This is an optimization exercise on Yosys and OpenROAD, whose aim is small area, a short achievable clock period and few clock cycles, not a production implementation. Only simulation tests tie the RTL to the original design; equivalence was not proved.

$ cat design/flow/design.v
module gf_mul (
    input  wire [7:0] a,
    input  wire [7:0] b,
    output wire [7:0] p
);
    reg [14:0] c;
    integer i, j;
    always @* begin
        c = 15'd0;
        for (i = 0; i < 8; i = i + 1)
            for (j = 0; j < 8; j = j + 1)
                c[i+j] = c[i+j] ^ (a[i] & b[j]);
    end
    assign p[0] = c[0] ^ c[8] ^ c[12] ^ c[13] ^ c[14];
    assign p[1] = c[1] ^ c[9] ^ c[13] ^ c[14];
    assign p[2] = c[2] ^ c[8] ^ c[10] ^ c[12] ^ c[13];
    assign p[3] = c[3] ^ c[8] ^ c[9] ^ c[11] ^ c[12];
    assign p[4] = c[4] ^ c[8] ^ c[9] ^ c[10] ^ c[14];
    assign p[5] = c[5] ^ c[9] ^ c[10] ^ c[11];
    assign p[6] = c[6] ^ c[10] ^ c[11] ^ c[12];
    assign p[7] = c[7] ^ c[11] ^ c[12] ^ c[13];
endmodule
module gf_inv (
    input  wire [7:0] a,
    output wire [7:0] y
);
    function [3:0] m16(input [3:0] p, input [3:0] q);
        reg [6:0] r;
        begin
            r = ({7{q[0]}} & {3'b000, p}) ^ ({7{q[1]}} & {2'b00, p, 1'b0}) ^
                ({7{q[2]}} & {1'b0, p, 2'b00}) ^ ({7{q[3]}} & {p, 3'b000});
            if (r[6]) r = r ^ 7'b1001100;
            if (r[5]) r = r ^ 7'b0100110;
            if (r[4]) r = r ^ 7'b0010011;
            m16 = r[3:0];
        end
    endfunction
    wire [7:0] c;
    assign c[0] = a[0] ^ a[1] ^ a[2] ^ a[3] ^ a[4] ^ a[6] ^ a[7];
    assign c[1] = a[2] ^ a[3] ^ a[6] ^ a[7];
    assign c[2] = a[2] ^ a[4] ^ a[6];
    assign c[3] = a[3] ^ a[4] ^ a[5] ^ a[6];
    assign c[4] = a[4] ^ a[7];
    assign c[5] = a[1] ^ a[3] ^ a[4];
    assign c[6] = a[2] ^ a[5] ^ a[6];
    assign c[7] = a[5];
    wire [3:0] ch = c[7:4], cl = c[3:0];
    wire [3:0] dd = m16(m16(ch, ch), 4'd8) ^ m16(ch, cl) ^ m16(cl, cl);
    reg  [3:0] di;
    always @* begin
        case (dd)
        4'd0: di = 4'd0;
        4'd1: di = 4'd1;
        4'd2: di = 4'd9;
        4'd3: di = 4'd14;
        4'd4: di = 4'd13;
        4'd5: di = 4'd11;
        4'd6: di = 4'd7;
        4'd7: di = 4'd6;
        4'd8: di = 4'd15;
        4'd9: di = 4'd2;
        4'd10: di = 4'd12;
        4'd11: di = 4'd5;
        4'd12: di = 4'd10;
        4'd13: di = 4'd4;
        4'd14: di = 4'd3;
        4'd15: di = 4'd8;
        default: di = 4'd0;
        endcase
    end
    wire [7:0] e = {m16(ch, di), m16(ch ^ cl, di)};
    assign y[0] = e[0] ^ e[2] ^ e[4] ^ e[5];
    assign y[1] = e[1] ^ e[4] ^ e[5] ^ e[6] ^ e[7];
    assign y[2] = e[1] ^ e[3] ^ e[4] ^ e[7];
    assign y[3] = e[1] ^ e[2] ^ e[4];
    assign y[4] = e[2] ^ e[6] ^ e[7];
    assign y[5] = e[7];
    assign y[6] = e[1] ^ e[3] ^ e[4] ^ e[6];
    assign y[7] = e[2] ^ e[4] ^ e[6] ^ e[7];
endmodule
module gfrs_dec (
    input  wire       clk,
    input  wire       rst,
    input  wire       cmd_valid,
    output wire       cmd_ready,
    input  wire [7:0] cmd_dlen,
    input  wire [4:0] cmd_nsym,
    input  wire       in_valid,
    output wire       in_ready,
    input  wire [7:0] in_data,
    output reg        out_valid,
    output reg  [7:0] out_pos,
    output reg  [7:0] out_mag,
    output reg        done,
    output reg        err,
    output reg  [1:0] cause,
    output reg  [3:0] errcnt,
    output reg        paychg
);
    localparam [1:0] C_OK = 2'd0, C_TOOMANY = 2'd1, C_VERIFY = 2'd2, C_DEGEN = 2'd3;
    genvar g;
    integer k;
    wire [7:0] apow [0:15];
    wire [7:0] ainv [0:8];
    assign apow[0] = 8'h01;
    assign ainv[0] = 8'h01;
    generate
        for (g = 1; g < 16; g = g + 1) begin : g_apow
            assign apow[g] = {apow[g-1][6:0], 1'b0} ^ (apow[g-1][7] ? 8'h1d : 8'h00);
        end
        for (g = 1; g <= 8; g = g + 1) begin : g_ainv
            assign ainv[g] = ainv[g-1][0] ? ({1'b0, ainv[g-1][7:1]} ^ 8'h8e) : {1'b0, ainv[g-1][7:1]};
        end
    endgenerate
    localparam [1:0] A_IDLE = 2'd0, A_RECV = 2'd1, A_FULL = 2'd2;
    reg        a_cmdr, a_inr;
    reg  [7:0] a_dlen;
    reg  [4:0] a_nsym;
    reg        a_new, a_emp, a_got;
    reg  [1:0] a_st;                  
    reg  [7:0] a_rem;                 
    reg        in_tk, in_first, in_last;
    reg  [7:0] in_d;
    reg  [7:0] S [0:15];
    assign cmd_ready = a_cmdr;
    assign in_ready  = a_inr;
    wire [8:0] a_ntot   = {1'b0, a_dlen} + {4'b0000, a_nsym};
    wire       a_ref    = (a_nsym > 5'd16) | a_ntot[8];
    wire       cmd_fire = cmd_valid & a_cmdr;
    wire       take     = in_valid & a_inr;
    wire [7:0] rem_eff  = a_new ? a_ntot[7:0] : a_rem;
    wire       n_one    = ((a_dlen == 8'd1) && (a_nsym == 5'd0)) || ((a_dlen == 8'd0) && (a_nsym == 5'd1));
    wire       rem_one  = a_new ? n_one : (a_rem == 8'd1);
    wire [7:0] rem_dec  = rem_eff - 8'd1;
    wire       a_cmpl   = (in_tk & in_last) | a_emp;
    wire       b_idle;
    wire       b_idle_nx;
    wire       a_ho = ((a_st == A_RECV && a_cmpl) || a_st == A_FULL) && b_idle;
    wire [7:0] S_nx [0:15];
    generate
        for (g = 0; g < 16; g = g + 1) begin : g_syn
            wire [7:0] sp;
            gf_mul u_mul (.a(S[g]), .b(apow[g]), .p(sp));
            assign S_nx[g] = in_tk ? ((in_first ? 8'h00 : sp) ^ in_d) : S[g];
        end
    endgenerate
    reg [1:0] a_st_nx;
    always @* begin
        if (cmd_fire)                      a_st_nx = A_RECV;
        else if (a_ho)                     a_st_nx = A_IDLE;
        else if (a_st == A_RECV && a_cmpl) a_st_nx = A_FULL;
        else                               a_st_nx = a_st;
    end
    always @(posedge clk) begin
        in_d <= in_data;
        if (a_cmdr) begin
            a_dlen <= cmd_dlen;
            a_nsym <= cmd_nsym;
        end
        for (k = 0; k < 16; k = k + 1) S[k] <= S_nx[k];
        a_rem <= take ? rem_dec : rem_eff;
        if (rst) begin
            a_st     <= A_IDLE;
            a_cmdr   <= 1'b1;
            a_inr    <= 1'b0;
            a_new    <= 1'b0;
            a_emp    <= 1'b0;
            a_got    <= 1'b0;
            in_tk    <= 1'b0;
            in_first <= 1'b0;
            in_last  <= 1'b0;
        end else begin
            a_st     <= a_st_nx;
            a_cmdr   <= (a_st_nx == A_IDLE) ||
                        (((a_st_nx == A_FULL) || (take && rem_one)) && b_idle_nx);
            a_new    <= cmd_fire;
            a_emp    <= a_new & (a_ref | (a_ntot[7:0] == 8'd0));
            if (cmd_fire)                      a_inr <= 1'b1;
            else if (a_emp || (take && rem_one)) a_inr <= 1'b0;
            if (cmd_fire)  a_got <= 1'b0;
            else if (take) a_got <= 1'b1;
            in_tk    <= take;
            in_first <= take & ~a_got;
            in_last  <= take & rem_one;
        end
    end
    localparam [3:0] BI = 4'd0, BD = 4'd1, BDH = 4'd2, BQ = 4'd3, BUH = 4'd4, BUL = 4'd5,
                     BE1 = 4'd6, BE2 = 4'd7, BROT = 4'd8, BOM = 4'd9, BOUT = 4'd10;
    reg  [3:0] b_st;
    reg  [7:0] R  [0:15];             
    reg  [7:0] sg [1:16];             
    reg  [7:0] bs [1:16];             
    reg  [4:0] b_L, b_n;
    reg  [3:0] b_rc;                  
    reg  [7:0] b_binv, b_d, b_q;
    reg  [7:0] b_dlen, b_nm1;
    reg  [4:0] b_nsym;
    reg        b_first;
    reg  [4:0] b_deg;
    reg  [3:0] b_j;
    reg        b_res, b_err, b_degl;
    reg  [1:0] b_cause;
    reg        b_chg, b_hiu;
    reg  [4:0] b_Lnew;
    reg        sel_u, sel_ulo, sel_uhi, sel_dhi, r0en;
    reg  [8:1] msk;
    reg        b_live;
    assign b_idle = (b_st == BI);
    reg b_szero;
    always @* begin
        b_szero = 1'b1;
        for (k = 0; k < 16; k = k + 1)
            if (k < b_nsym && R[(16 - k) % 16] != 8'h00) b_szero = 1'b0;
    end
    wire       b_dz     = (b_d == 8'h00);
    wire       chg_c    = ({b_L, 1'b0} <= {1'b0, b_n});
    wire [4:0] Lnew_c   = chg_c ? (b_n + 5'd1 - b_L) : b_L;
    wire       hiu_c    = (Lnew_c >= 5'd9);
    wire       b_hid    = (b_L >= 5'd9);
    wire       b_lastit = (b_n + 5'd1 == {1'b0, b_nsym});
    wire [7:0] prod [1:8];
    reg  [7:0] dot;
    generate
        for (g = 1; g <= 8; g = g + 1) begin : g_bmul
            wire [7:0] ma = sel_ulo ? bs[g] :
                            sel_uhi ? bs[g+8] :
                            sel_dhi ? sg[g+8] :
                            (sg[g] & {8{msk[g]}});
            wire [7:0] mb = sel_u   ? b_q :
                            sel_dhi ? R[(g+8) % 16] : R[g];
            gf_mul u_mul (.a(ma), .b(mb), .p(prod[g]));
        end
    endgenerate
    always @* begin
        dot = 8'h00;
        for (k = 1; k <= 8; k = k + 1) dot = dot ^ prod[k];
    end
    wire [7:0] dlo = (R[0] & {8{r0en}}) ^ dot;
    wire [7:0] q_c;
    gf_mul u_mul_q (.a(b_d), .b(b_binv), .p(q_c));
    wire [7:0] dinv;
    gf_inv u_inv_b (.a(b_d), .y(dinv));
    reg [4:0] sg_deg;
    always @* begin
        sg_deg = 5'd0;
        for (k = 1; k <= 16; k = k + 1)
            if (sg[k] != 8'h00) sg_deg = k[4:0];
    end
    wire c_idle;
    wire b_ho = (b_st == BOUT) && c_idle;
    assign b_idle_nx = b_idle || b_ho;
    reg [3:0] b_st_nx;
    always @* begin
        b_st_nx = b_st;
        case (b_st)
        BI:   if (a_ho) b_st_nx = a_ref ? BOUT : BD;
        BD:   if (b_first && b_szero) b_st_nx = BOUT;
              else b_st_nx = b_hid ? BDH : BQ;
        BDH:  b_st_nx = BQ;
        BQ:   if (b_dz) b_st_nx = b_lastit ? BE1 : (b_hid ? BDH : BQ);
              else b_st_nx = hiu_c ? BUH : BUL;
        BUH:  b_st_nx = BUL;
        BUL:  b_st_nx = b_lastit ? BE1 : BD;
        BE1:  b_st_nx = BE2;
        BE2:  if ({b_deg, 1'b0} > {1'b0, b_nsym} || b_deg != b_L) b_st_nx = BOUT;
              else b_st_nx = (b_rc != 4'd0) ? BROT : BOM;
        BROT: if (b_rc == 4'd15) b_st_nx = BOM;
        BOM:  if (b_j == 4'd8) b_st_nx = BOUT;
        BOUT: if (c_idle) b_st_nx = BI;
        default: b_st_nx = BI;
        endcase
    end
    wire rot = (b_st == BD && !b_hid) || (b_st == BDH) ||
               (b_st == BQ && b_dz && !b_lastit && !b_hid) ||
               (b_st == BROT) || (b_st == BOM && b_j != 4'd8);
    wire bs_shift = (b_st == BQ && b_dz) || (b_st == BUL && !b_chg);
    always @(posedge clk) begin
        b_q <= q_c;
        if (a_ho) begin
            for (k = 0; k < 16; k = k + 1) R[k] <= S_nx[(16 - k) % 16];
        end else if (rot) begin
            for (k = 0; k < 16; k = k + 1) R[k] <= R[(k + 15) % 16];
        end
        if (rot) b_rc <= b_rc + 4'd1;
        if (a_ho) begin
            for (k = 1; k <= 16; k = k + 1) sg[k] <= 8'h00;
        end else if (b_st == BUL) begin
            for (k = 1; k <= 8; k = k + 1) sg[k] <= sg[k] ^ prod[k];
        end else if (b_st == BUH) begin
            for (k = 9; k <= 16; k = k + 1) sg[k] <= sg[k] ^ prod[k-8];
        end
        if (a_ho) begin
            for (k = 1; k <= 16; k = k + 1) bs[k] <= (k == 1) ? 8'h01 : 8'h00;
        end else if (bs_shift) begin
            bs[1] <= 8'h00;
            for (k = 2; k <= 16; k = k + 1) bs[k] <= bs[k-1];
        end else if (b_st == BOM) begin
            bs[1] <= b_d;
            for (k = 2; k <= 16; k = k + 1) bs[k] <= bs[k-1];
        end else if (b_st == BUL && b_chg) begin
            bs[1] <= 8'h01;
            for (k = 2; k <= 8; k = k + 1) bs[k] <= sg[k-1];
            if (!b_hiu)
                for (k = 9; k <= 16; k = k + 1) bs[k] <= sg[k-1];
        end else if (b_st == BUH && b_chg) begin
            for (k = 9; k <= 16; k = k + 1) bs[k] <= sg[k-1];
        end
        if (b_st == BDH)
            b_d <= b_d ^ dot;
        else if (b_st == BD || (b_st == BQ && b_dz) || b_st == BOM)
            b_d <= dlo;
        if (b_st == BQ) begin
            b_chg  <= chg_c;
            b_Lnew <= Lnew_c;
            b_hiu  <= hiu_c;
        end
        if (b_st == BUL && b_chg) begin
            b_L    <= b_Lnew;
            b_binv <= dinv;
        end
        if ((b_st == BQ && b_dz) || b_st == BUL) b_n <= b_n + 5'd1;
        if (b_st == BD) b_first <= 1'b0;
        if (b_st == BE1) begin
            b_deg <= sg_deg;
            b_nm1 <= b_dlen + {3'b000, b_nsym} - 8'd1;
        end
        if (b_st == BE2) begin
            if ({b_deg, 1'b0} > {1'b0, b_nsym}) begin
                b_cause <= C_TOOMANY;
            end else begin
                b_res  <= 1'b0;
                b_degl <= (b_deg == b_L);
            end
        end
        if (b_st == BD && b_first && b_szero) b_res <= 1'b1;
        if (b_st_nx == BOM) begin
            b_j <= (b_st == BOM) ? b_j + 4'd1 : 4'd0;
        end
        begin : om_ctl
            reg [3:0] jn;
            reg       ln;
            jn = (b_st == BOM) ? b_j + 4'd1 : 4'd0;
            ln = (b_st_nx == BOM) && ({1'b0, jn} < b_deg);
            b_live <= ln;
            r0en   <= (b_st_nx != BOM) || ln;
            for (k = 1; k <= 8; k = k + 1)
                msk[k] <= (b_st_nx != BOM) || (ln && (k <= jn));
        end
        if (a_ho) begin
            b_L     <= 5'd0;
            b_n     <= 5'd0;
            b_rc    <= 4'd0;
            b_binv  <= 8'h01;
            b_dlen  <= a_dlen;
            b_nsym  <= a_nsym;
            b_first <= 1'b1;
            b_res   <= 1'b1;
            b_err   <= a_ref;
            b_cause <= C_OK;
            b_degl  <= 1'b0;
            b_deg   <= 5'd0;
        end
        sel_ulo <= (b_st_nx == BUL);
        sel_uhi <= (b_st_nx == BUH);
        sel_u   <= (b_st_nx == BUL) || (b_st_nx == BUH);
        sel_dhi <= (b_st_nx == BDH);
        if (rst) b_st <= BI;
        else     b_st <= b_st_nx;
    end
    localparam [1:0] CS_IDLE = 2'd0, CS_RUN = 2'd1, CS_FIN = 2'd2;
    reg  [1:0] c_st;
    reg  [7:0] ct [1:8];              
    reg  [7:0] ot [0:7];              
    reg  [7:0] c_pos, c_dlen;
    reg  [4:0] c_deg;
    reg  [3:0] c_cnt;
    reg        c_degl, c_bad, c_pay, c_res, c_err;
    reg  [1:0] c_cause;
    reg        p1v, p2v;
    reg  [7:0] p1_om, p1_od, p1_pos, p2_om, p2_iv, p2_pos;
    reg  [2:0] p1_sl, p2_sl;
    assign c_idle = (c_st == CS_IDLE);
    wire [7:0] ct_nx [1:8];
    wire [7:0] ot_nx [0:7];
    generate
        for (g = 1; g <= 8; g = g + 1) begin : g_cmul
            gf_mul u_mul (.a(ct[g]), .b(ainv[g]), .p(ct_nx[g]));
        end
        for (g = 1; g <= 7; g = g + 1) begin : g_omul
            gf_mul u_mul (.a(ot[g]), .b(ainv[g]), .p(ot_nx[g]));
        end
    endgenerate
    assign ot_nx[0] = ot[0];
    reg [7:0] c_sum, c_odd, c_omv;
    always @* begin
        c_sum = 8'h01;
        c_odd = 8'h00;
        c_omv = 8'h00;
        for (k = 1; k <= 8; k = k + 1) begin
            c_sum = c_sum ^ ct[k];
            if (k % 2 == 1) c_odd = c_odd ^ ct[k];
        end
        for (k = 0; k < 8; k = k + 1) c_omv = c_omv ^ ot[k];
    end
    wire c_root = (c_sum == 8'h00);
    wire c_endr = (c_pos == 8'd0) || (c_root && ({1'b0, c_cnt} + 5'd1 == c_deg));
    wire [7:0] p1_inv, mag;
    gf_inv u_inv_c (.a(p1_od), .y(p1_inv));
    gf_mul u_mul_m (.a(p2_om), .b(p2_iv), .p(mag));
    reg  [7:0] buf_pos [0:7];
    reg  [7:0] buf_mag [0:7];
    wire d_acc;
    wire c_ho = (c_st == CS_FIN) && !p1v && !p2v && d_acc;
    wire c_ok = (c_cnt == c_deg[3:0]) && !c_deg[4] && !c_bad && c_degl;
    always @(posedge clk) begin
        if (b_ho) begin
            for (k = 1; k <= 8; k = k + 1) ct[k] <= sg[k];
            for (k = 0; k < 8; k = k + 1) ot[k] <= bs[8 - k];
        end else begin
            for (k = 1; k <= 8; k = k + 1) ct[k] <= ct_nx[k];
            for (k = 0; k < 8; k = k + 1) ot[k] <= ot_nx[k];
        end
        p1_om  <= c_omv;
        p1_od  <= c_odd;
        p1_pos <= c_pos;
        p1_sl  <= c_cnt[2:0];
        p2_om  <= p1_om;
        p2_iv  <= p1_inv;
        p2_pos <= p1_pos;
        p2_sl  <= p1_sl;
        if (p2v) begin
            buf_pos[p2_sl] <= p2_pos;
            buf_mag[p2_sl] <= mag;
        end
        if (rst) begin
            c_st <= CS_IDLE;
            p1v  <= 1'b0;
            p2v  <= 1'b0;
        end else begin
            p1v <= (c_st == CS_RUN) && c_root;
            p2v <= p1v;
            if (p2v && p2_pos < c_dlen && mag != 8'h00) c_pay <= 1'b1;
            case (c_st)
            CS_IDLE: begin
                if (b_ho) begin
                    c_pos   <= b_nm1;
                    c_dlen  <= b_dlen;
                    c_deg   <= b_deg;
                    c_cnt   <= 4'd0;
                    c_degl  <= b_degl;
                    c_bad   <= 1'b0;
                    c_pay   <= 1'b0;
                    c_res   <= b_res;
                    c_err   <= b_err;
                    c_cause <= b_cause;
                    c_st    <= (b_res || b_deg == 5'd0) ? CS_FIN : CS_RUN;
                end
            end
            CS_RUN: begin
                if (c_root) begin
                    c_cnt <= c_cnt + 4'd1;
                    if (c_odd == 8'h00) c_bad <= 1'b1;
                end
                c_pos <= c_pos - 8'd1;
                if (c_endr) c_st <= CS_FIN;
            end
            CS_FIN: begin
                if (c_ho) c_st <= CS_IDLE;
            end
            default: c_st <= CS_IDLE;
            endcase
        end
    end
    reg        d_busy;
    reg  [3:0] d_k, d_e;
    reg        d_err, d_pay;
    reg  [1:0] d_cause;
    wire       d_last = (d_e == 4'd0) || (d_k + 4'd1 == d_e);
    assign d_acc = !d_busy || d_last;
    always @(posedge clk) begin
        out_pos <= buf_pos[d_k[2:0]];
        out_mag <= buf_mag[d_k[2:0]];
        err     <= d_err;
        cause   <= d_cause;
        errcnt  <= d_e;
        paychg  <= d_pay;
        d_k     <= d_k + 4'd1;
        if (rst) begin
            d_busy    <= 1'b0;
            out_valid <= 1'b0;
            done      <= 1'b0;
        end else begin
            out_valid <= d_busy && (d_e != 4'd0);
            done      <= d_busy && d_last;
            if (c_ho) begin
                d_busy  <= 1'b1;
                d_k     <= 4'd0;
                if (c_res) begin
                    d_e     <= 4'd0;
                    d_err   <= c_err;
                    d_cause <= c_cause;
                    d_pay   <= 1'b0;
                end else begin
                    d_e     <= c_ok ? c_cnt : 4'd0;
                    d_err   <= 1'b0;
                    d_cause <= (c_cnt != c_deg[3:0] || c_deg[4]) ? C_TOOMANY :
                               c_bad ? C_DEGEN : !c_degl ? C_VERIFY : C_OK;
                    d_pay   <= c_ok && c_pay;
                end
            end else if (d_busy && d_last) begin
                d_busy <= 1'b0;
            end
        end
    end
endmodule
$ cat design/flow/run.sh
#!/bin/bash
# synth_recipe.tcl (not shown) runs the flow's synth.tcl, then flattens the netlist and writes it again
# the make line also repeats each setting of config.mk as NAME=value (left out here)
make -C /OpenROAD-flow-scripts/flow DESIGN_CONFIG=/design/flow/config.mk WORK_HOME=/design/flow/orfs CLKGATE_MAP_FILE= SYNTH_SCRIPT=/design/flow/synth_recipe.tcl finish
$ cat design/flow/config.mk
export PLATFORM = sky130hd
export DESIGN_NAME = gfrs_dec
export DESIGN_NICKNAME = gfrs_dec
export VERILOG_FILES = /design/flow/design.v
export SDC_FILE = /design/flow/constraint.sdc
export NUM_CORES = 4
export LEC_CHECK = 0
export CAP_MARGIN = 20
export CELL_PAD_IN_SITES_DETAIL_PLACEMENT = 1
export CELL_PAD_IN_SITES_GLOBAL_PLACEMENT = 2
export CORE_MARGIN = 2
export CORE_UTILIZATION = 25
export PLACE_DENSITY = 0.35
export SLEW_MARGIN = 20
$ cat design/flow/constraint.sdc
create_clock -name core_clock -period 15.0 [get_ports {clk}]
set_input_delay 3.0000 -clock core_clock [delete_from_list [all_inputs] [get_ports {clk}]]
set_output_delay 3.0000 -clock core_clock [all_outputs]
set_load 0.01 [all_outputs]
==> results of run 1 <==
-- layer usage --
layer | track usage | vias to the layer above | wire length, um
li1 | - | 23781 | -
met1 | 0.293 | 25120 | 133000
met2 | 0.358 | 622 | 131000
met3 | 0.0218 | 198 | 7260
met4 | 0.0346 | 4 | 3570
met5 | 0 | - | 34
-- cells in the final DEF (no fill, tap or decap), types with 30 or more instances in the layout --
| cell | synthesis | layout |
|---|---|---|
| dfxtp_1 | 675 | 668 |
| mux4_2 | 32 | 32 |
| o21ai_0 | 159 | 158 |
| xnor3_1 | 30 | 30 |
| xor2_1 | 474 | 474 |
| ha_1 | 68 | 68 |
| mux2i_1 | 177 | 177 |
| o221a_2 | 42 | 42 |
| nor4_1 | 67 | 65 |
| o31ai_1 | 57 | 53 |
| clkdlybuf4s50_1 | 0 | 52 |
| mux2_2 | 75 | 75 |
| nand3_1 | 49 | 47 |
| xnor2_1 | 1075 | 1071 |
| buf_4 | 9 | 180 |
| a21o_1 | 63 | 63 |
| nand2b_1 | 33 | 33 |
| a211oi_1 | 195 | 195 |
| edfxtp_1 | 357 | 357 |
| nor2b_1 | 167 | 165 |
| a21oi_1 | 283 | 282 |
| inv_1 | 90 | 89 |
| a221oi_1 | 53 | 53 |
| clkbuf_1 | 319 | 43 |
| nand2_1 | 1410 | 1407 |
| nor2_1 | 708 | 706 |
| clkbuf_16 | 0 | 145 |
-- cell type report --
cell class | instances | area share
Antenna cell | 4 | 0.000139
Sequential cell | 1032 | 0.337
Clock buffer | 211 | 0.0570
Inverter | 95 | 0.00511
Tap cell | 3330 | 0.0579
Multi-Input combinational cell | 5545 | 0.509
Clock inverter | 56 | 0.00765
Timing Repair Buffer | 235 | 0.0266
-- worst max-delay path: stages, from the launching register on --
cell      delay, ns
dfxtp_1        0.48
xnor2_2        0.69
xnor2_1        0.29
ha_1           0.28
xnor3_1        0.46
or4_4          0.46
a31o_2         0.30
ha_1           0.37
nor2_1         0.11
or4b_2         0.58
a41oi_1        0.31
a21oi_1        0.24
or3_1          0.45
nand2_1        0.08
a21boi_1       0.08
xnor2_1        0.36
xnor2_1        0.21
xor2_1         0.17
-- cell families (layout without fill, tap and decap cells) --
group / Yosys count / in the layout / share of synthesized area
xor gates and xnor gates: 1598 / 1598 / 0.233
buffers and inverters: 518 / 597 / 0.0328
adders and majority gates: 74 / 74 / 0.0150
other: 0 / 4 / 0
muxes: 284 / 284 / 0.0532
DFF: 1032 / 1032 / 0.386
AOI/OAI and AO/OA: 978 / 978 / 0.104
and+or+nand+nor: 2611 / 2611 / 0.176
-- state kept, by name, indices dropped and copies added, names as in the netlist, 64 cells and up --
| signal | cells |
|---|---|
| buf_pos | 64 |
| sg | 128 |
| bs | 128 |
| ct | 64 |
| R | 128 |
| buf_mag | 64 |
| ot | 64 |
| S | 128 |
-- worst min path at each step --
stage,endpoint,slack [ns],depth (start not counted)
detailed placement,p2_sl[1],0.31,0
global route,p2_om[0],0.32,0
floorplan,p2_om[0],0.31,0
global placement,p2_sl[1],0.31,0
CTS,p2_om[0],0.32,0
finish,p2_om[0],0.31,0
==> summary.txt, run 1 <==
H-tree Lvls 4; Min Hold Slack 0.312 ns; maxcap violations 0; placed cells 10,237; multi-input logic area 0.0366 sq mm; #FFs+latches synth 1,032; synthesized area per cell 8.84 sq um; clk buf depth 3; CP Max Fanout 13; fin crit period 6.08 ns; GRT Total Usage 0.212; I/O Buffers 52; Pre-antenna DRT Iters 5; Initial Utilization 0.252; Yosys cell types 90; DRT iter0 DRCs 2,775; worst hold-check path type reg -> reg; Place WS 8.84 ns; Yosys warning count 15; worst reg-to-reg path cell count 17; Synth area leader dfxtp_1; Data required, critical path 15.66 ns; WL final 275,000 um; total core area 0.249 sq mm; share of the synthesized area in the top cell type 0.215; final setup violation count 0; gpl congestion 0.765; Clock Skews 0.0388 ns; max_slew headroom 0.175; Worst EP arrival 6.73 ns; Clock Sinks 1,032; die width 505 um; Sequential Area 0.0243 sq mm; aggregate global routing overflow 0; R2R setup slack 8.92 ns; most frequent cell after synthesis nand2_1; hold path start p1_om[0]; top cells by count, synth nand2_1, xnor2_1, nor2_1; clock slew at reported path FFs 0.06 ns; pin count of the biggest net entering global routing 175; actual slew at the worst max-slew pin 1.23 ns; unrepaired setup endpoints after global routing false; Mapped Nets 7,191; first-pass GRT wire length 394,000 um; layout cells sized above 1 0.0873; R2R Path End p2_iv[4]; final instance area 0.0720 sq mm; later-pin clock latency in the skew report 0.82 ns; vias in the first global route 51,680; Slew Limit Fails 0; Synth Instances 7,095; Via Count 49,725; Post-Syn Area 0.0628 sq mm; post-route DRC violation count 0; Inserted Clock Buffers 143; nets@finish 7,148; ANT nets after route 0; Post-DP Area 0.0673 sq mm; Critical path origin p1_od[6]; CP Capture Type flip-flop; Core Rows 183; post-CTS sizing 0; asr flop ratio synth 0; Final Hold Viols 0; Final Util 0.289; TNS Setup 0 ns; TritonCTS clock tree done; period utilization 0.405; sequential fraction of the synthesis area 0.386; status timing/DRC/antenna clean; crit path kind reg -> reg; Post-CTS Setup Inserts 0; Primary FF master, synth dfxtp_1; Worst R2R Start p1_od[6]; startpoint class of the critical path flip-flop; area grow syn2layout 14.7%; Die Height 505 um; fillers 28,833; die footprint 0.255 sq mm; initial antenna violation count 24; # IOs 53; Setup crit end p2_iv[4]; synth top area cells dfxtp_1, edfxtp_1, xnor2_1, nand2_1, xor2_1; dpl hpwl 202,000 um; post-cts hold buffer count 0; Fmax 0.165 GHz; PnR worst setup slack 8.92 ns; drt via density 4.73; number of synthesized flops with an enable pin 357; Wirelength per Cell 26.1 um; root buffer cell clkbuf_16; final non-filler cell total 10,508
Testbench counts, summed over its fixed seeds: cycles 31,383.
==> inputs of run 2 (changes only) <==
--- a/design/flow/design.v
+++ b/design/flow/design.v
@@ -26,2 +26,10 @@
 );
+    wire [11:0] t;
+    gf_inv_a u_a (.a(a), .t(t));
+    gf_inv_b u_b (.t(t), .y(y));
+endmodule
+module gf_inv_a (
+    input  wire [7:0]  a,
+    output wire [11:0] t
+);
     function [3:0] m16(input [3:0] p, input [3:0] q);
@@ -47,3 +55,20 @@
     wire [3:0] ch = c[7:4], cl = c[3:0];
-    wire [3:0] dd = m16(m16(ch, ch), 4'd8) ^ m16(ch, cl) ^ m16(cl, cl);
+    assign t = {ch, cl, m16(m16(ch, ch), 4'd8) ^ m16(ch, cl) ^ m16(cl, cl)};
+endmodule
+module gf_inv_b (
+    input  wire [11:0] t,
+    output wire [7:0]  y
+);
+    function [3:0] m16(input [3:0] p, input [3:0] q);
+        reg [6:0] r;
+        begin
+            r = ({7{q[0]}} & {3'b000, p}) ^ ({7{q[1]}} & {2'b00, p, 1'b0}) ^
+                ({7{q[2]}} & {1'b0, p, 2'b00}) ^ ({7{q[3]}} & {p, 3'b000});
+            if (r[6]) r = r ^ 7'b1001100;
+            if (r[5]) r = r ^ 7'b0100110;
+            if (r[4]) r = r ^ 7'b0010011;
+            m16 = r[3:0];
+        end
+    endfunction
+    wire [3:0] ch = t[11:8], cl = t[7:4], dd = t[3:0];
     reg  [3:0] di;
@@ -240,4 +265,8 @@
     gf_mul u_mul_q (.a(b_d), .b(b_binv), .p(q_c));
-    wire [7:0] dinv;
-    gf_inv u_inv_b (.a(b_d), .y(dinv));
+    wire [11:0] dinv_t;
+    wire [7:0]  dinv;
+    reg  [11:0] b_it;
+    reg         b_ipend;
+    gf_inv_a u_inv_ba (.a(b_d), .t(dinv_t));
+    gf_inv_b u_inv_bb (.t(b_it), .y(dinv));
     reg [4:0] sg_deg;
@@ -318,4 +347,6 @@
             b_L    <= b_Lnew;
-            b_binv <= dinv;
+            b_it   <= dinv_t;
         end
+        b_ipend <= (b_st == BUL) && b_chg;
+        if (b_ipend) b_binv <= dinv;
         if ((b_st == BQ && b_dz) || b_st == BUL) b_n <= b_n + 5'd1;
@@ -379,4 +410,6 @@
     reg        p1v, p2v;
-    reg  [7:0] p1_om, p1_od, p1_pos, p2_om, p2_iv, p2_pos;
-    reg  [2:0] p1_sl, p2_sl;
+    reg        pav;
+    reg  [7:0] p1_om, p1_od, p1_pos, pa_om, pa_pos, p2_om, p2_iv, p2_pos;
+    reg  [11:0] pa_t;
+    reg  [2:0] p1_sl, pa_sl, p2_sl;
     assign c_idle = (c_st == CS_IDLE);
@@ -406,4 +439,6 @@
     wire c_endr = (c_pos == 8'd0) || (c_root && ({1'b0, c_cnt} + 5'd1 == c_deg));
-    wire [7:0] p1_inv, mag;
-    gf_inv u_inv_c (.a(p1_od), .y(p1_inv));
+    wire [11:0] p1_t;
+    wire [7:0]  pa_inv, mag;
+    gf_inv_a u_inv_ca (.a(p1_od), .t(p1_t));
+    gf_inv_b u_inv_cb (.t(pa_t), .y(pa_inv));
     gf_mul u_mul_m (.a(p2_om), .b(p2_iv), .p(mag));
@@ -412,3 +447,3 @@
     wire d_acc;
-    wire c_ho = (c_st == CS_FIN) && !p1v && !p2v && d_acc;
+    wire c_ho = (c_st == CS_FIN) && !p1v && !pav && !p2v && d_acc;
     wire c_ok = (c_cnt == c_deg[3:0]) && !c_deg[4] && !c_bad && c_degl;
@@ -426,6 +461,10 @@
         p1_sl  <= c_cnt[2:0];
-        p2_om  <= p1_om;
-        p2_iv  <= p1_inv;
-        p2_pos <= p1_pos;
-        p2_sl  <= p1_sl;
+        pa_om  <= p1_om;
+        pa_t   <= p1_t;
+        pa_pos <= p1_pos;
+        pa_sl  <= p1_sl;
+        p2_om  <= pa_om;
+        p2_iv  <= pa_inv;
+        p2_pos <= pa_pos;
+        p2_sl  <= pa_sl;
         if (p2v) begin
@@ -437,2 +476,3 @@
             p1v  <= 1'b0;
+            pav  <= 1'b0;
             p2v  <= 1'b0;
@@ -440,3 +480,4 @@
             p1v <= (c_st == CS_RUN) && c_root;
-            p2v <= p1v;
+            pav <= p1v;
+            p2v <= pav;
             if (p2v && p2_pos < c_dlen && mag != 8'h00) c_pay <= 1'b1;
==> design/flow/flow/run.sh (new file) <==
#!/bin/bash
# The standard layout (the standard.sh: the standard synthesis, floorplan, placement,
# CTS, routing) with the resizer's setup repair aiming for 11 ns of slack on the 15 ns clock,
# so that it sizes and buffers the critical paths instead of stopping once 15 ns is met.
# The clock period and the constraints are unchanged.
set -euo pipefail
bash standard.sh SETUP_SLACK_MARGIN=11 finish > standard_flow.log 2>&1
==> design/flow/standard.sh (new file) <==
#!/bin/bash
# synth_recipe.tcl (not shown) runs the flow's synth.tcl, then flattens the netlist and writes it again
# the make line also repeats each setting of config.mk as NAME=value (left out here)
make -C /OpenROAD-flow-scripts/flow DESIGN_CONFIG=/design/flow/config.mk WORK_HOME=/design/flow/orfs CLKGATE_MAP_FILE= SYNTH_SCRIPT=/design/flow/synth_recipe.tcl "${@:-finish}"
--- a/design/flow/config.mk
+++ b/design/flow/config.mk
@@ -11,4 +11,4 @@
 export CORE_MARGIN = 2
-export CORE_UTILIZATION = 25
-export PLACE_DENSITY = 0.35
+export CORE_UTILIZATION = 55
+export PLACE_DENSITY = 0.75
 export SLEW_MARGIN = 20
removed: design/flow/run.sh
==> summary.txt, run 2 <==
Slew Limit Fails 0 (unchanged); first-pass GRT wire length 371,000 um (-5.7%); I/O Buffers 52 (unchanged); gpl congestion 0.955 (+25%); post-route DRC violation count 0 (unchanged); commonest non-fill, non-tap cells in the layout nand2_1, xnor2_1, dfxtp_1, nor2_1, xor2_1; period utilization 0.284 (-0.121); asr flop ratio synth 0 (unchanged); GRT Total Usage 0.403 (+0.192); WL final 257,000 um (-6.3%); die footprint 0.122 sq mm (-52%); Yosys warning count 16 (+1); CP Capture Type output pin; later-pin clock latency in the skew report 0.78 ns (-0.04 ns); clk buf depth 3 (unchanged); Via Count 56,195 (+13%); DRT iter0 DRCs 6,010 (+120%); actual slew at the worst max-slew pin 1.23 ns (+0.0000397 ns); initial antenna violation count 10 (-58%); max_slew headroom 0.179 (+0.00376); Yosys cell types 95 (+5.6%); Clock Skews 0.0575 ns (+0.0187 ns); #FFs+latches synth 1,081 (+4.7%); Initial Utilization 0.555 (+0.303); Synth area leader dfxtp_1; Mapped Nets 7,103 (-1.2%); vias in the first global route 56,823 (+10%); top cells by count, synth xnor2_1, nand2_1, dfxtp_1; sequential fraction of the synthesis area 0.386 (about the same); synthesized area per cell 9.36 sq um (+5.8%); total core area 0.118 sq mm (-53%); Primary FF master, synth dfxtp_1; clock slew at reported path FFs 0.07 ns (about the same); Critical-path top delay cell dfxtp_4; TNS Setup 0 ns (unchanged); Die Height 349 um (-31%); Data required, critical path 12.00 ns (-3.66 ns); Wirelength per Cell 29.4 um (+13%); share of the synthesized area in the top cell type 0.217 (+0.00195); layout cells sized above 1 0.160 (+0.0732); Crit path largest cell delay 0.36 ns (-0.33 ns); fin crit period 4.26 ns (-1.82 ns); area grow syn2layout 15.4%; pin count of the biggest net entering global routing 228 (+30%); PnR worst setup slack 10.74 ns (+1.82 ns); unrepaired setup endpoints after global routing true; Place WS 9.33 ns (+0.485 ns); root buffer cell clkbuf_16; Post-DP Area 0.0670 sq mm (-0.49%); maxcap violations 0 (unchanged); commonest non-fill, non-tap cell in the layout nand2_1; startpoint class of the critical path flip-flop; Inserted Clock Buffers 118 (-17%); Fmax 0.235 GHz (+43%); ANT nets after route 0 (unchanged); post-cts hold buffer count 0 (unchanged); final instance area 0.0757 sq mm (+5.2%); nets@finish 7,199 (+0.71%); Final Hold Viols 0 (unchanged); Post-Syn Area 0.0656 sq mm (+4.5%); H-tree Lvls 3 (-1); status timing/DRC/antenna clean; most frequent cell after synthesis xnor2_1; aggregate global routing overflow 0 (unchanged); Synth Instances 7,009 (-1.2%); dpl hpwl 165,000 um (-18%); TritonCTS clock tree done; final setup violation count 0 (unchanged); Worst EP arrival 1.26 ns (-5.47 ns); crit path kind reg -> out; synth top area cells dfxtp_1, edfxtp_1, xnor2_1, xor2_1, nand2_1; worst-path cell chain buf_6; drt via density 6.42 (+36%); CP Max Fanout 2 (-11); Pre-antenna DRT Iters 8 (+3); number of synthesized flops with an enable pin 369 (+3.4%); CP bufs+invs 1 (+1); Min Hold Slack 0.320 ns (+0.00715 ns); delay-heaviest family, CP flip-flops; Clock Sinks 1,081 (+4.7%); # IOs 53 (unchanged); die width 349 um (-31%); worst hold-check path type reg -> reg; Core Rows 126 (-31%)
-- run 2: changes by cell type in the layout (fill, tap and decap cells not counted), moves of 87 or more --
cell / change
buf_4: +87
nand2_1: -517
nor2_1: -98
nor2b_1: -104
nor3_1: +277
o21ai_0: +137
xnor2_1: -210
-- run 2: final cells by class --
class	count	area, sq um
diodes	6	15.0
clock buffers	160	3270
clock inverters	60	704
fillers	12756	42500
inverters	110	455
multi-input cells	5405	40000
flip-flops and latches	1081	25400
well taps	1536	1920
repair buffers	389	3920
-- run 2: logic make-up after synthesis --
logic type      synth area share
flops                      0.386
mux                       0.0643
compound gates             0.118
buf+inv                   0.0348
simple gates               0.163
xor+xnor                   0.220
fa+ha+maj                 0.0138
-- run 2: through the flow --
step	utilization	cells
finish	0.640	8747
global route	0.640	8742
CTS	0.626	8629
detailed placement	0.566	8262
global placement	0.566	8262
floorplan	-	7009
-- run 2: metal layers --
layer / vias to the layer above / track usage / share of wire
li1: 24344 / - / -
met2: 2922 / 0.646 / 0.46
met3: 863 / 0.0788 / 0.090
met5: - / 0 / 0.00030
met4: 12 / 0.207 / 0.063
met1: 28054 / 0.519 / 0.39
-- run 2: final timing paths --
path	endpoint	start	slack, ns	depth (start not counted)
max	cmd_ready	a_cmdr	10.74	1
min	pa_pos[3]	p1_pos[3]	0.32	0
max reg2reg	b_d[3]	sel_dhi	10.76	12
min reg2reg	pa_pos[3]	p1_pos[3]	0.32	0
-- run 2: what timing repair did --
item                       in CTS  in global routing
pin swaps                      88                 98
resized for setup             438                139
setup endpoints to repair     423                208
setup buffers                 129                107
cloned                         18                  3
Testbench counts of run 2, summed over its fixed seeds: cycles 31,429.
==> inputs of run 3 (changes only) <==
--- a/design/flow/design.v
+++ b/design/flow/design.v
@@ -155,6 +155,5 @@
     wire       take     = in_valid & a_inr;
-    wire [7:0] rem_eff  = a_new ? a_ntot[7:0] : a_rem;
+    wire [7:0] rem_eff  = a_new ? a_ntot[7:0] : (a_rem - {7'd0, in_tk});
     wire       n_one    = ((a_dlen == 8'd1) && (a_nsym == 5'd0)) || ((a_dlen == 8'd0) && (a_nsym == 5'd1));
-    wire       rem_one  = a_new ? n_one : (a_rem == 8'd1);
-    wire [7:0] rem_dec  = rem_eff - 8'd1;
+    wire       rem_one  = a_new ? n_one : (in_tk ? (a_rem == 8'd2) : (a_rem == 8'd1));
     wire       a_cmpl   = (in_tk & in_last) | a_emp;
@@ -185,3 +184,3 @@
         for (k = 0; k < 16; k = k + 1) S[k] <= S_nx[k];
-        a_rem <= take ? rem_dec : rem_eff;
+        a_rem <= rem_eff;
         if (rst) begin
@@ -229,3 +228,3 @@
     reg  [4:0] b_Lnew;
-    reg        sel_u, sel_ulo, sel_uhi, sel_dhi, r0en;
+    reg        sel_u, sel_ulo, sel_uhi, sel_dhi, sel_dlo, r0en;
     reg  [8:1] msk;
@@ -249,8 +248,6 @@
         for (g = 1; g <= 8; g = g + 1) begin : g_bmul
-            wire [7:0] ma = sel_ulo ? bs[g] :
-                            sel_uhi ? bs[g+8] :
-                            sel_dhi ? sg[g+8] :
-                            (sg[g] & {8{msk[g]}});
-            wire [7:0] mb = sel_u   ? b_q :
-                            sel_dhi ? R[(g+8) % 16] : R[g];
+            wire [7:0] ma = (bs[g]   & {8{sel_ulo}}) | (bs[g+8] & {8{sel_uhi}}) |
+                            (sg[g+8] & {8{sel_dhi}}) | (sg[g]   & {8{msk[g]}});
+            wire [7:0] mb = (b_q & {8{sel_u}}) | (R[(g+8) % 16] & {8{sel_dhi}}) |
+                            (R[g] & {8{sel_dlo}});
             gf_mul u_mul (.a(ma), .b(mb), .p(prod[g]));
@@ -377,3 +374,4 @@
             for (k = 1; k <= 8; k = k + 1)
-                msk[k] <= (b_st_nx != BOM) || (ln && (k <= jn));
+                msk[k] <= (b_st_nx == BOM) ? (ln && (k <= jn)) :
+                          (b_st_nx != BUL && b_st_nx != BUH && b_st_nx != BDH);
         end
@@ -397,2 +395,3 @@
         sel_dhi <= (b_st_nx == BDH);
+        sel_dlo <= (b_st_nx != BUL && b_st_nx != BUH && b_st_nx != BDH);
         if (rst) b_st <= BI;
@@ -473,2 +472,22 @@
         end
+        if (p2v && p2_pos < c_dlen && mag != 8'h00) c_pay <= 1'b1;
+        if (c_st == CS_IDLE && b_ho) begin
+            c_pos   <= b_nm1;
+            c_dlen  <= b_dlen;
+            c_deg   <= b_deg;
+            c_cnt   <= 4'd0;
+            c_degl  <= b_degl;
+            c_bad   <= 1'b0;
+            c_pay   <= 1'b0;
+            c_res   <= b_res;
+            c_err   <= b_err;
+            c_cause <= b_cause;
+        end
+        if (c_st == CS_RUN) begin
+            if (c_root) begin
+                c_cnt <= c_cnt + 4'd1;
+                if (c_odd == 8'h00) c_bad <= 1'b1;
+            end
+            c_pos <= c_pos - 8'd1;
+        end
         if (rst) begin
@@ -482,30 +501,6 @@
             p2v <= pav;
-            if (p2v && p2_pos < c_dlen && mag != 8'h00) c_pay <= 1'b1;
             case (c_st)
-            CS_IDLE: begin
-                if (b_ho) begin
-                    c_pos   <= b_nm1;
-                    c_dlen  <= b_dlen;
-                    c_deg   <= b_deg;
-                    c_cnt   <= 4'd0;
-                    c_degl  <= b_degl;
-                    c_bad   <= 1'b0;
-                    c_pay   <= 1'b0;
-                    c_res   <= b_res;
-                    c_err   <= b_err;
-                    c_cause <= b_cause;
-                    c_st    <= (b_res || b_deg == 5'd0) ? CS_FIN : CS_RUN;
-                end
-            end
-            CS_RUN: begin
-                if (c_root) begin
-                    c_cnt <= c_cnt + 4'd1;
-                    if (c_odd == 8'h00) c_bad <= 1'b1;
-                end
-                c_pos <= c_pos - 8'd1;
-                if (c_endr) c_st <= CS_FIN;
-            end
-            CS_FIN: begin
-                if (c_ho) c_st <= CS_IDLE;
-            end
+            CS_IDLE: if (b_ho) c_st <= (b_res || b_deg == 5'd0) ? CS_FIN : CS_RUN;
+            CS_RUN:  if (c_endr) c_st <= CS_FIN;
+            CS_FIN:  if (c_ho) c_st <= CS_IDLE;
             default: c_st <= CS_IDLE;
@@ -527,3 +522,17 @@
         paychg  <= d_pay;
-        d_k     <= d_k + 4'd1;
+        d_k     <= c_ho ? 4'd0 : d_k + 4'd1;
+        if (c_ho) begin
+            if (c_res) begin
+                d_e     <= 4'd0;
+                d_err   <= c_err;
+                d_cause <= c_cause;
+                d_pay   <= 1'b0;
+            end else begin
+                d_e     <= c_ok ? c_cnt : 4'd0;
+                d_err   <= 1'b0;
+                d_cause <= (c_cnt != c_deg[3:0] || c_deg[4]) ? C_TOOMANY :
+                           c_bad ? C_DEGEN : !c_degl ? C_VERIFY : C_OK;
+                d_pay   <= c_ok && c_pay;
+            end
+        end
         if (rst) begin
@@ -535,20 +544,4 @@
             done      <= d_busy && d_last;
-            if (c_ho) begin
-                d_busy  <= 1'b1;
-                d_k     <= 4'd0;
-                if (c_res) begin
-                    d_e     <= 4'd0;
-                    d_err   <= c_err;
-                    d_cause <= c_cause;
-                    d_pay   <= 1'b0;
-                end else begin
-                    d_e     <= c_ok ? c_cnt : 4'd0;
-                    d_err   <= 1'b0;
-                    d_cause <= (c_cnt != c_deg[3:0] || c_deg[4]) ? C_TOOMANY :
-                               c_bad ? C_DEGEN : !c_degl ? C_VERIFY : C_OK;
-                    d_pay   <= c_ok && c_pay;
-                end
-            end else if (d_busy && d_last) begin
-                d_busy <= 1'b0;
-            end
+            if (c_ho)                   d_busy <= 1'b1;
+            else if (d_busy && d_last)  d_busy <= 1'b0;
         end
==> summary.txt, run 3 <==
simple-gate area share of the yosys netlist 0.133 (-0.0299); post-synthesis compound-gate area fraction 0.135 (+0.0177); CP bufs+invs 1 (unchanged); TNS Setup 0 ns (unchanged); die footprint 0.117 sq mm (-4.2%); Critical-path top delay cell dfxtp_4; R2R Path End b_d[5]; I/O Buffers 52 (unchanged); root buffer cell clkbuf_16; Final Hold Viols 0 (unchanged); Primary FF master, synth dfxtp_1; Crit path largest cell delay 0.36 ns (about the same); WL final 240,000 um (-6.8%); xor/xnor share of the synthesized area 0.224 (+0.00386); area grow syn2layout 11.9%; period utilization 0.282 (-0.00198); post-cts hold buffer count 0 (unchanged); commonest non-fill, non-tap cell in the layout xnor2_1; Setup crit end cmd_ready; Clock Skews 0.0375 ns (-0.0201 ns); Pre-antenna DRT Iters 9 (+1); die width 342 um (-2.1%); Final Util 0.617 (-0.0229); worst-path cell chain buf_6; dpl hpwl 163,000 um (-1.5%); synthesized area per cell 9.16 sq um (-2.2%); share of the synthesized area in the top cell type 0.229 (+0.0118); number of synthesized flops with an enable pin 363 (-1.6%); Data required, critical path 12.00 ns (about the same); Worst R2R Start sel_dlo; Wirelength per Cell 28.5 um (-3.0%); Inserted Clock Buffers 115 (-2.5%); sequential fraction of the synthesis area 0.403 (+0.0163); # IOs 53 (unchanged); mux cell area share after synthesis 0.0558 (-0.00848); clk buf depth 3 (unchanged); post-route DRC violation count 0 (unchanged); CP Capture Type output pin; largest family of logic cells by synthesized area XOR/XNOR gates; later-pin clock latency in the skew report 0.76 ns (-0.02 ns); #FFs+latches synth 1,082 (+0.093%); nets@finish 6,890 (-4.3%); startpoint class of the critical path flip-flop; final setup violation count 0 (unchanged); Slew Limit Fails 0 (unchanged); status timing/DRC/antenna clean; clock slew at reported path FFs 0.06 ns (about the same); worst reg-to-reg path cell count 11 (-1); Synth Instances 6,862 (-2.1%); Initial Utilization 0.552 (-0.00301); TritonCTS clock tree done; DRT iter0 DRCs 5,713 (-4.9%); Post-Syn Area 0.0628 sq mm (-4.2%); fin crit period 4.23 ns (-0.0297 ns); first-pass GRT wire length 350,000 um (-5.6%); total core area 0.114 sq mm (-3.7%); pin count of the biggest net entering global routing 204 (-11%); gpl congestion 0.975 (+2.1%); Worst EP arrival 1.23 ns (-0.03 ns); vias in the first global route 53,936 (-5.1%); commonest non-fill, non-tap cells in the layout xnor2_1, nand2_1, nor2_1, dfxtp_1, a21oi_1; asr flop ratio synth 0 (unchanged); aggregate global routing overflow 0 (unchanged); unrepaired setup endpoints after global routing true; initial antenna violation count 9 (-1); most frequent cell after synthesis xnor2_1; Fmax 0.236 GHz (+0.70%); worst hold-check path type reg -> reg; Via Count 53,495 (-4.8%); crit path kind reg -> out; CP Max Fanout 2 (unchanged); Mapped Nets 6,956 (-2.1%); Clock Sinks 1,082 (+0.093%); drt via density 6.36 (-0.99%); Critical path origin a_cmdr; H-tree Lvls 3 (unchanged); Synth area leader dfxtp_1; max_slew headroom 0.191 (+0.0129); Yosys warning count 16 (unchanged); R2R setup slack 11.00 ns (+0.24 ns); actual slew at the worst max-slew pin 1.21 ns (-0.0148 ns); Core Rows 124 (-1.6%); GRT Total Usage 0.395 (-0.00812); WP depth 1 (unchanged); maxcap violations 0 (unchanged); ANT nets after route 0 (unchanged); delay-heaviest family, CP flip-flops; Die Height 342 um (-2.1%); top cells by count, synth xnor2_1, nand2_1, nor2_1; Yosys cell types 71 (-25%); fraction of the mapped netlist area in adder cells 0.0141 (+0.000288); WHS Path Cells 0 (unchanged); synth top area cells dfxtp_1, edfxtp_1, xnor2_1, xor2_1, a21oi_1; layout cells sized above 1 0.111 (-0.0491)
[run 3: cell types whose count changed after synthesis, sizes merged, moves of 40 or more]
cell / before / now
a21oi: 324 / 639
nor3: 318 / 33
o21ai: 354 / 180
xnor2: 927 / 1079
nor2: 619 / 749
a22oi: 11 / 134
nand2: 895 / 813
xnor3: 111 / 39
a222oi: 0 / 65
nand2b: 96 / 33
mux2: 140 / 80
o31ai: 44 / 4
[run 3: logic make-up after synthesis]
| group | after synthesis |
|---|---|
| AND/OR/NAND/NOR | 1968 |
| XOR/XNOR | 1532 |
| AO/OA/AOI/OAI | 1356 |
| flip-flops | 1082 |
| buffers and inverters | 557 |
| multiplexers | 298 |
| adder cells (fa/ha/maj) | 69 |
[run 3: layout make-up]
type / instances / area (sq um)
antenna: 3 / 7.51
clock buffer: 159 / 3230
clock inverter: 57 / 763
fill: 12581 / 43600
inverter: 111 / 433
multi-input combinational: 5224 / 36200
sequential: 1082 / 25400
tap: 1512 / 1890
timing repair buffer: 262 / 2380
[run 3: routing by layer]
metal	wire (um)	up-vias	GRT usage	share of wire
met3	19900	747	0.0645	0.083
li1	-	23403	-	-
met5	75	-	0	0.00031
met4	13100	14	0.195	0.055
met2	113000	2606	0.653	0.47
met1	93600	26725	0.502	0.39
[run 3: worst min-delay path by stage]
| stage | from | endpoint |
|---|---|---|
| after global placement | pa_pos[2] | p2_pos[2] |
| after CTS | p1_om[6] | pa_om[6] |
| after detailed placement | pa_om[5] | p2_om[5] |
| final | pa_om[5] | p2_om[5] |
| after floorplan | pa_om[0] | p2_om[0] |
| after global routing | p1_om[4] | pa_om[4] |
[run 3: timing repair]
item                                    4_1_cts  5_1_grt
cloned                                        1        2
endpoints found under the setup margin      310      275
setup buffers                                11       46
gates resized for setup                     245       88
pin swaps                                     7       37
[run 3: worst register-to-register path: stages, from the launching register on]
cell	delay, ns
dfxtp_2	0.33
clkbuf_8	0.30
a222oi_1	0.53
buf_4	0.30
a21oi_1	0.09
xnor2_1	0.30
xnor2_1	0.16
xnor2_1	0.47
xnor2_1	0.27
xnor2_2	0.58
xnor2_1	0.23
xnor2_1	0.18
[run 3: through the flow]
step / setup WS [ns] / std cells / hold WS [ns] / instance area [sq um]
6_report: 10.77 / 8410 / 0.328 / 70300
5_1_grt: 10.77 / 8407 / 0.335 / 70300
4_1_cts: 10.74 / 8358 / 0.329 / 69400
3_5_place_dp: 9.79 / 8130 / 0.314 / 64700
3_3_place_gp: 9.97 / 8130 / 0.310 / 64700
2_1_floorplan: 11.16 / 6862 / 0.310 / 62800
Testbench counts of run 3, summed over its fixed seeds: cycles 31,429.
==> inputs of run 4 (changes only) <==
--- a/design/flow/design.v
+++ b/design/flow/design.v
@@ -129,2 +129,3 @@
     wire [7:0] ainv [0:8];
+    wire [7:0] ainv2 [0:8];           
     assign apow[0] = 8'h01;
@@ -138,2 +139,5 @@
         end
+        for (g = 0; g <= 8; g = g + 1) begin : g_ainv2
+            gf_mul u_sq (.a(ainv[g]), .b(ainv[g]), .p(ainv2[g]));
+        end
     endgenerate
@@ -414,26 +418,47 @@
     assign c_idle = (c_st == CS_IDLE);
-    wire [7:0] ct_nx [1:8];
-    wire [7:0] ot_nx [0:7];
+    wire [7:0] ct1 [1:8];             
+    wire [7:0] ct2 [1:8];             
+    wire [7:0] ot1 [0:7];
+    wire [7:0] ot2 [0:7];
     generate
         for (g = 1; g <= 8; g = g + 1) begin : g_cmul
-            gf_mul u_mul (.a(ct[g]), .b(ainv[g]), .p(ct_nx[g]));
+            gf_mul u_mul1 (.a(ct[g]), .b(ainv[g]), .p(ct1[g]));
+            gf_mul u_mul2 (.a(ct[g]), .b(ainv2[g]), .p(ct2[g]));
         end
         for (g = 1; g <= 7; g = g + 1) begin : g_omul
-            gf_mul u_mul (.a(ot[g]), .b(ainv[g]), .p(ot_nx[g]));
+            gf_mul u_mul1 (.a(ot[g]), .b(ainv[g]), .p(ot1[g]));
+            gf_mul u_mul2 (.a(ot[g]), .b(ainv2[g]), .p(ot2[g]));
         end
     endgenerate
-    assign ot_nx[0] = ot[0];
-    reg [7:0] c_sum, c_odd, c_omv;
+    assign ot1[0] = ot[0];
+    assign ot2[0] = ot[0];
+    reg [7:0] c_sum0, c_odd0, c_omv0, c_sum1, c_odd1, c_omv1;
     always @* begin
-        c_sum = 8'h01;
-        c_odd = 8'h00;
-        c_omv = 8'h00;
+        c_sum0 = 8'h01;
+        c_odd0 = 8'h00;
+        c_omv0 = 8'h00;
+        c_sum1 = 8'h01;
+        c_odd1 = 8'h00;
+        c_omv1 = 8'h00;
         for (k = 1; k <= 8; k = k + 1) begin
-            c_sum = c_sum ^ ct[k];
-            if (k % 2 == 1) c_odd = c_odd ^ ct[k];
+            c_sum0 = c_sum0 ^ ct[k];
+            c_sum1 = c_sum1 ^ ct1[k];
+            if (k % 2 == 1) begin
+                c_odd0 = c_odd0 ^ ct[k];
+                c_odd1 = c_odd1 ^ ct1[k];
+            end
+        end
+        for (k = 0; k < 8; k = k + 1) begin
+            c_omv0 = c_omv0 ^ ot[k];
+            c_omv1 = c_omv1 ^ ot1[k];
         end
-        for (k = 0; k < 8; k = k + 1) c_omv = c_omv ^ ot[k];
     end
-    wire c_root = (c_sum == 8'h00);
-    wire c_endr = (c_pos == 8'd0) || (c_root && ({1'b0, c_cnt} + 5'd1 == c_deg));
+    wire c_r0   = (c_sum0 == 8'h00);
+    wire c_r1   = (c_sum1 == 8'h00) && (c_pos != 8'd0);
+    wire c_dbl  = c_r0 & c_r1;
+    wire c_root = c_r0 | c_r1;
+    wire [7:0] c_odd  = c_r0 ? c_odd0 : c_odd1;
+    wire [7:0] c_omv  = c_r0 ? c_omv0 : c_omv1;
+    wire [7:0] c_rpos = c_r0 ? c_pos : c_pos - 8'd1;
+    wire c_endr = ((c_pos <= 8'd1) && !c_dbl) || (c_root && ({1'b0, c_cnt} + 5'd1 == c_deg));
     wire [11:0] p1_t;
@@ -453,4 +478,4 @@
         end else begin
-            for (k = 1; k <= 8; k = k + 1) ct[k] <= ct_nx[k];
-            for (k = 0; k < 8; k = k + 1) ot[k] <= ot_nx[k];
+            for (k = 1; k <= 8; k = k + 1) ct[k] <= c_dbl ? ct1[k] : ct2[k];
+            for (k = 0; k < 8; k = k + 1) ot[k] <= c_dbl ? ot1[k] : ot2[k];
         end
@@ -458,3 +483,3 @@
         p1_od  <= c_odd;
-        p1_pos <= c_pos;
+        p1_pos <= c_rpos;
         p1_sl  <= c_cnt[2:0];
@@ -490,3 +515,3 @@
             end
-            c_pos <= c_pos - 8'd1;
+            c_pos <= c_pos - (c_dbl ? 8'd1 : 8'd2);
         end
==> summary.txt, run 4 <==
later-pin clock latency in the skew report 0.82 ns (+0.06 ns); aggregate global routing overflow 0 (unchanged); clk buf depth 3 (unchanged); Wirelength per Cell 29.7 um (+4.2%); status timing/DRC/antenna clean; total core area 0.122 sq mm (+6.9%); max_slew headroom 0.160 (-0.0312); Yosys cell types 83 (+17%); hold path start p1_om[5]; worst hold-check path type reg -> reg; worst reg-to-reg path cell count 12 (+1); synthesized area per cell 9.03 sq um (-1.4%); Initial Utilization 0.555 (+0.00286); clock slew at reported path FFs 0.07 ns (about the same); Clock Sinks 1,082 (unchanged); Inserted Clock Buffers 116 (+0.87%); layout cells sized above 1 0.116 (+0.00464); Worst R2R Start b_d[4]; Synth Instances 7,474 (+8.9%); die footprint 0.126 sq mm (+7.3%); synth top area cells dfxtp_1, xnor2_1, edfxtp_1, xor2_1, nand2_1; actual slew at the worst max-slew pin 1.25 ns (+0.0378 ns); Post-Syn Area 0.0675 sq mm (+7.4%); ANT nets after route 0 (unchanged); Yosys warning count 16 (unchanged); final non-filler cell total 9,055 (+7.7%); Slew Limit Fails 0 (unchanged); first-pass GRT wire length 391,000 um (+12%); Critical path origin a_cmdr; Data required, critical path 12.00 ns (about the same); H-tree Lvls 3 (unchanged); CP Capture Type output pin; Synth area leader dfxtp_1; maxcap violations 0 (unchanged); post-route DRC violation count 0 (unchanged); commonest non-fill, non-tap cells in the layout xnor2_1, nand2_1, nor2_1, dfxtp_1, a21oi_1; Mapped Nets 7,573 (+8.9%); TNS Setup 0 ns (unchanged); Clock Skews 0.0829 ns (+0.0454 ns); crit path kind reg -> out; WHS Path Cells 0 (unchanged); Critical-path top delay cell dfxtp_4; nets@finish 7,416 (+7.6%); number of synthesized flops with an enable pin 363 (unchanged); Crit path largest cell delay 0.36 ns (about the same); gpl congestion 0.989 (+1.5%); pin count of the biggest net entering global routing 216 (+5.9%); CP Max Fanout 2 (unchanged); CP bufs+invs 1 (unchanged); GRT Total Usage 0.413 (+0.0178); area grow syn2layout 11.3%; R2R setup slack 10.85 ns (-0.15 ns); Fmax 0.232 GHz (-1.7%); WL final 269,000 um (+12%); Min Hold Slack 0.326 ns (-0.00169 ns); startpoint class of the critical path flip-flop; fin crit period 4.30 ns (+0.0733 ns); Hold EP pa_om[5]; final setup violation count 0 (unchanged); period utilization 0.287 (+0.00489); Via Count 58,047 (+8.5%); Core Rows 128 (+3.2%); R2R Path End bs[13][6]; unrepaired setup endpoints after global routing true; DRT iter0 DRCs 7,428 (+30%); drt via density 6.41 (+0.78%); TritonCTS clock tree done; delay-heaviest family, CP flip-flops; vias in the first global route 58,199 (+7.9%); # IOs 53 (unchanged); I/O Buffers 52 (unchanged); Final Hold Viols 0 (unchanged); commonest non-fill, non-tap cell in the layout xnor2_1; #FFs+latches synth 1,082 (unchanged); Worst EP arrival 1.30 ns (+0.07 ns); most frequent cell after synthesis xnor2_1; worst-path cell chain buf_6; dpl hpwl 183,000 um (+12%); die width 354 um (+3.6%); share of the synthesized area in the top cell type 0.213 (-0.0159); root buffer cell clkbuf_16; Primary FF master, synth dfxtp_1; sequential fraction of the synthesis area 0.375 (-0.0279); Die Height 354 um (+3.6%); top cells by count, synth xnor2_1, nand2_1, nor2_1; Pre-antenna DRT Iters 14 (+5); asr flop ratio synth 0 (unchanged); placed cells 8,742 (+7.5%); initial antenna violation count 11 (+2)
run 4: cell types whose count changed after synthesis, moves of 16 or more:
cell and delta:
xor2_1 +76, a31oi_1 +16, o21ai_0 +60, buf_2 +27, nor2_1 +19, mux2i_1 +26, xnor3_1 +25, or3_1 -28
buf_1 -16, nand2_1 +90, xnor2_1 +181, clkbuf_1 +79
run 4: how the worst max path moves through the flow:
| stage | cells after the start | slack, ns | to |
|---|---|---|---|
| detailed placement | 10 | 10.13 | bs[16][1] |
| finish | 1 | 10.70 | cmd_ready |
| global placement | 10 | 10.22 | bs[16][0] |
| global route | 1 | 10.69 | cmd_ready |
| CTS | 1 | 10.67 | cmd_ready |
| floorplan | 15 | 11.02 | c_pos[7] |
run 4: through the flow:
step	cell area [sq um]	setup WS, ns	util
finish	75200	10.70	0.618
global route	75100	10.69	0.617
CTS	74000	10.67	0.608
detailed placement	69000	10.13	0.567
floorplan	67500	11.02	-
global placement	69000	10.22	0.567
run 4: layout make-up:
class / count / area [sq um]
Antenna cell: 9 / 22.5
Clock buffer: 156 / 3210
Clock inverter: 66 / 771
Fill cell: 13507 / 46500
Inverter: 108 / 418
Multi-Input combinational cell: 5751 / 40900
Sequential cell: 1082 / 25400
Tap cell: 1625 / 2030
Timing Repair Buffer: 258 / 2420
run 4: metal layers:
metal  GRT usage  wire length, um  part of all wire
met5           0               70           0.00026
met4       0.258            19200             0.071
met3      0.0846            23900             0.089
met2       0.654           123000              0.46
met1       0.516           103000              0.38
run 4: kinds of logic (layout without fill, tap and decap cells):
| group | after synthesis | after routing | synth area share |
|---|---|---|---|
| AOI/OAI and AO/OA | 1472 | 1473 | 0.137 |
| xor gates and xnor gates | 1825 | 1825 | 0.254 |
| adders and majority gates | 74 | 74 | 0.0142 |
| buffers and inverters | 643 | 588 | 0.0378 |
| DFF | 1082 | 1082 | 0.375 |
| muxes | 317 | 317 | 0.0543 |
| other | 0 | 9 | 0 |
| and+or+nand+nor | 2061 | 2062 | 0.128 |
run 4: timing repair:
item	in CTS	in global routing
endpoints found under the setup margin	347	282
pin swaps	9	32
hold buffers	0	0
cloned	1	3
setup buffers	34	42
resized for setup	287	144
Testbench counts of run 4, summed over its fixed seeds: cycles 28,874.

[separate check: timing with driven ports]
How much do the figures lean on ideal ports? The routed layouts below were timed once more, with nothing changed but the port constraints.
Step 1 sets driving cells, clkbuf_16 on the clock port and buf_2 on the other inputs (assumed; they add their load-dependent delay and slew).
Step 2 adds t to the input delays and takes it off the output delays; t is the mean of the earliest and latest rising clock arrival at the registers after step 1. Input paths then give back, and output paths get back, about the clock's delay inside the block.
Slacks: ideal ports / drivers / drivers and shift; pairs: ideal ports / drivers.
run | shift t [ns] | setup slack, ns | worst setup path at the end | worst data-port slew with drivers (ns)
run 1 | 0.887 | 8.924 / 8.924 / 8.924 | register to register | 0.05
run 2 | 0.826 | 10.741 / 10.667 / 10.262 | input to register | 0.05
run 3 | 0.823 | 10.771 / 10.693 / 10.229 | input to register | 0.05
run 4 | 0.855 | 10.698 / 10.624 / 10.726 | input to register | 0.06
After both steps every run listed still meets setup and hold. The setup slack of run 3, which loses most, moves by -0.078 ns with the drivers and by -0.542 ns with both steps.
